What follows belongs to an exercise in optimizing a design on an open flow for small area, a short achievable clock period and few clock cycles; a production flow would make more cautious choices.
Power figures rest on the tool's default switching activity, not on a simulated workload.

Design crcarc, start of the top module:
module crcarc (
    input  wire        clk,
    input  wire        rst,         
    input  wire        cmd_valid,
    output wire        cmd_ready,
    input  wire [11:0] cmd,
    output reg         rsp_valid,
    output reg  [31:0] rsp
);
==> flow/config.mk <==
export PLATFORM = sky130hd
export DESIGN_NAME = crcarc
export DESIGN_NICKNAME = crcarc
export VERILOG_FILES = /design/flow/design.v
export SDC_FILE = /design/flow/constraint.sdc
export NUM_CORES = 4
export LEC_CHECK = 0
export CAP_MARGIN = 20
export CORE_MARGIN = 2
export CORE_UTILIZATION = 40
export SETUP_SLACK_MARGIN = 2.5
export SLEW_MARGIN = 20
==> flow/constraint.sdc <==
create_clock -name core_clock -period 5.0 [get_ports {clk}]
set_input_delay 1.0000 -clock core_clock [delete_from_list [all_inputs] [get_ports {clk}]]
set_output_delay 1.0000 -clock core_clock [all_outputs]
set_load 0.01 [all_outputs]
run.sh (not shown) runs the stock make flow with config.mk's settings and CLKGATE_MAP_FILE= SYNTH_SCRIPT=/design/flow/synth_recipe.tcl, a recipe that flattens the netlist after the stock synthesis.
The baseline finished clean.
Rerun with:
--- a/flow/design.v
+++ b/flow/design.v
@@ -1,15 +1,15 @@
 module crcarc (
     input  wire        clk,
     input  wire        rst,         
     input  wire        cmd_valid,
     output wire        cmd_ready,
     input  wire [11:0] cmd,
     output reg         rsp_valid,
-    output reg  [31:0] rsp
+    output wire [31:0] rsp
 );
     localparam [3:0] OP_NOP       = 4'h0;
     localparam [3:0] OP_CRC_CLR   = 4'h1;
     localparam [3:0] OP_CRC_BYTE  = 4'h2;
     localparam [3:0] OP_DEC_START = 4'h3;
     localparam [3:0] OP_DEC_CHAR  = 4'h4;
     localparam [3:0] OP_HEX_START = 4'h5;
@@ -40,15 +40,17 @@
     reg [2:0]  dcode;
     reg [15:0] hexv;
     reg [2:0]  hcnt;
     reg [2:0]  hcode;
     reg [15:0] calc;
     reg        match;
     reg        ill;
+    reg        cv;
     reg [11:0] cq;
+    reg [4:0]  rsel;
     assign cmd_ready = 1'b1;
     wire [3:0] op  = cq[11:8];
     wire [7:0] arg = cq[7:0];
     reg [15:0] crc_next_byte;
     integer    i;
     always @(*) begin
         crc_next_byte = crc ^ {8'h00, arg};
@@ -75,21 +77,18 @@
             4'd9:    cfg_legal = (arg[3:0] == 4'd0);
             default: cfg_legal = 1'b0;
         endcase
     end
     wire       at_point     = (decimals != 4'd0) && (dpos == digits);
     wire       dec_last     = (decimals == 4'd0) ? (dpos + 4'd1 == digits)
                                                  : ({1'b0, dpos} == {1'b0, digits} + {1'b0, decimals});
-    wire [3:0]  dig         = arg[3:0];
-    wire [18:0] lo_next     = {1'b0, acc_lo, (dig[3] ? 3'd7 : dig[2:0])}
-                            + {3'b000, acc_lo, dig[3]}
-                            + {18'd0, dig[3] & dig[0]};
-    wire [14:0] hi_next     = {acc_hi[11:0], (acc_c[3] ? 3'd7 : acc_c[2:0])}
-                            + {acc_hi[13:0], acc_c[3]}
-                            + {14'd0, acc_c[3] & acc_c[0]};
+    wire [17:0] lo5         = {3'd0, acc_lo} + {1'b0, acc_lo, 2'b00} + {15'd0, arg[3:1]};
+    wire [18:0] lo_next     = {lo5, arg[0]};
+    wire [13:0] hi5         = acc_hi[13:0] + {acc_hi[11:0], 2'b00} + {11'd0, acc_c[3:1]};
+    wire [14:0] hi_next     = {hi5, acc_c[0]};
     wire [29:0] acc         = {acc_hi, acc_lo};
     wire [1:0] dstate = (dcode == D_IDLE) ? 2'd0 :
                         (dcode == D_RUN)  ? 2'd1 :
                         (dcode == D_DONE) ? 2'd2 : 2'd3;
     wire [3:0] derrc  = (dstate == 2'd3) ? {1'b0, dcode} : 4'd0;
     wire       d_run  = (dcode == D_RUN);
     wire       d_err  = (dstate == 2'd3);
@@ -101,30 +100,31 @@
                                      : arg[3:0];
     wire       h_err  = hcode[2] | (hcode[1] & hcode[0]);
     wire [1:0] hstate = h_err ? 2'd3 : hcode[1:0];
     wire [3:0] herrc  = h_err ? {1'b0, hcode} : 4'd0;
     wire       h_run  = (hcode == H_RUN);
     wire [31:0] status = {decimals, digits, 1'b0, hcnt, dpos, herrc, derrc,
                           2'b00, ill, match, hstate, dstate};
-    reg  [31:0] rd_value;
-    always @(*) begin
-        case (arg)
-            8'h00:   rd_value = {16'd0, crc};
-            8'h01:   rd_value = {2'd0, acc_p ? hi_next : acc_hi, acc_lo};
-            8'h02:   rd_value = {16'd0, hexv};
-            8'h03:   rd_value = {16'd0, calc};
-            8'h04:   rd_value = status;
-            default: rd_value = 32'd0;
-        endcase
-    end
+    assign rsp = ({32{rsel[0]}} & {16'd0, crc})
+               | ({32{rsel[1]}} & {2'd0, acc})
+               | ({32{rsel[2]}} & {16'd0, hexv})
+               | ({32{rsel[3]}} & {16'd0, calc})
+               | ({32{rsel[4]}} & status);
     always @(posedge clk) begin
-        cq[7:0] <= cmd[7:0];
-        rsp     <= rd_value;      
+        cq   <= cmd;
+        rsel <= 5'd0;
+        if (cv && op == OP_RD && arg[7:3] == 5'd0) begin
+            rsel[0] <= (arg[2:0] == 3'd0);
+            rsel[1] <= (arg[2:0] == 3'd1);
+            rsel[2] <= (arg[2:0] == 3'd2);
+            rsel[3] <= (arg[2:0] == 3'd3);
+            rsel[4] <= (arg[2:0] == 3'd4);
+        end
         if (rst) begin
-            cq[11:8]  <= OP_NOP;
+            cv        <= 1'b0;
             crc       <= 16'd0;
             acc_lo    <= 15'd0;
             acc_hi    <= 15'd0;
             acc_c     <= 4'd0;
             acc_p     <= 1'b0;
             digits    <= 4'd0;
             decimals  <= 4'd0;
@@ -134,20 +134,20 @@
             hcnt      <= 3'd0;
             hcode     <= H_IDLE;
             calc      <= 16'd0;
             match     <= 1'b0;
             ill       <= 1'b0;
             rsp_valid <= 1'b0;
         end else begin
-            cq[11:8]  <= cmd_valid ? cmd[11:8] : OP_NOP;
+            cv        <= cmd_valid;
             rsp_valid <= 1'b0;
             acc_p     <= 1'b0;
             if (acc_p)
                 acc_hi <= hi_next;
-            begin
+            if (cv) begin
                 case (op)
                     OP_NOP: ;
                     OP_CRC_CLR:  crc <= 16'd0;
                     OP_CRC_BYTE: crc <= crc_next_byte;
                     OP_DEC_START: begin
                         digits   <= arg[7:4];
                         decimals <= arg[3:0];
Outcome:
- The new run went through all stages and came out clean
- sequential power decreases by 18%
- hold slack barely changes
- utilization increases by 2.9 points
- cell area decreases by 0.32%
- first-iteration DRC count increases by 5.2%
- via count decreases by 0.38%
- clock-buffer cell count decreases by 1
- area after synthesis decreases by 4.6%
- die area decreases by 4.5%
- critical path depth does not change
- final cell count decreases by 0.56%
Function was not checked in any run of this note: the RTL went through the layout flow alone.

## port drivers added, routing unchanged
No port has a modelled driver above. Below, the same layouts with a new extraction and two added sets of constraints.
Step 1: set_driving_cell puts a clkbuf_16 on clk and a buf_2 on each other input, an assumption about the parent block.
Step 2 also shifts input and output timing later by t, the mid clock arrival at the registers, as if the neighbouring blocks saw the same clock.
Three values: ideal ports, drivers, drivers and shift; two values: the first two.
| run | t, ns | slack for setup (ns) | hold WS [ns] | worst register clock-pin slew, ns | worst data-port slew with drivers (ns) |
|---|---|---|---|---|---|
| the first run | 0.476 | 2.447 / 2.447 / 2.301 | 0.451 / 0.451 / 0.451 | 0.07 / 0.07 | 0.04 |
| the second run | 0.474 | 2.273 / 2.273 / 2.273 | 0.452 / 0.452 / 0.452 | 0.06 / 0.06 | 0.03 |
After both steps every run listed still meets setup and hold. The setup slack of the first run, which loses most, moves by 0.000 ns with the drivers and by -0.146 ns with both steps.
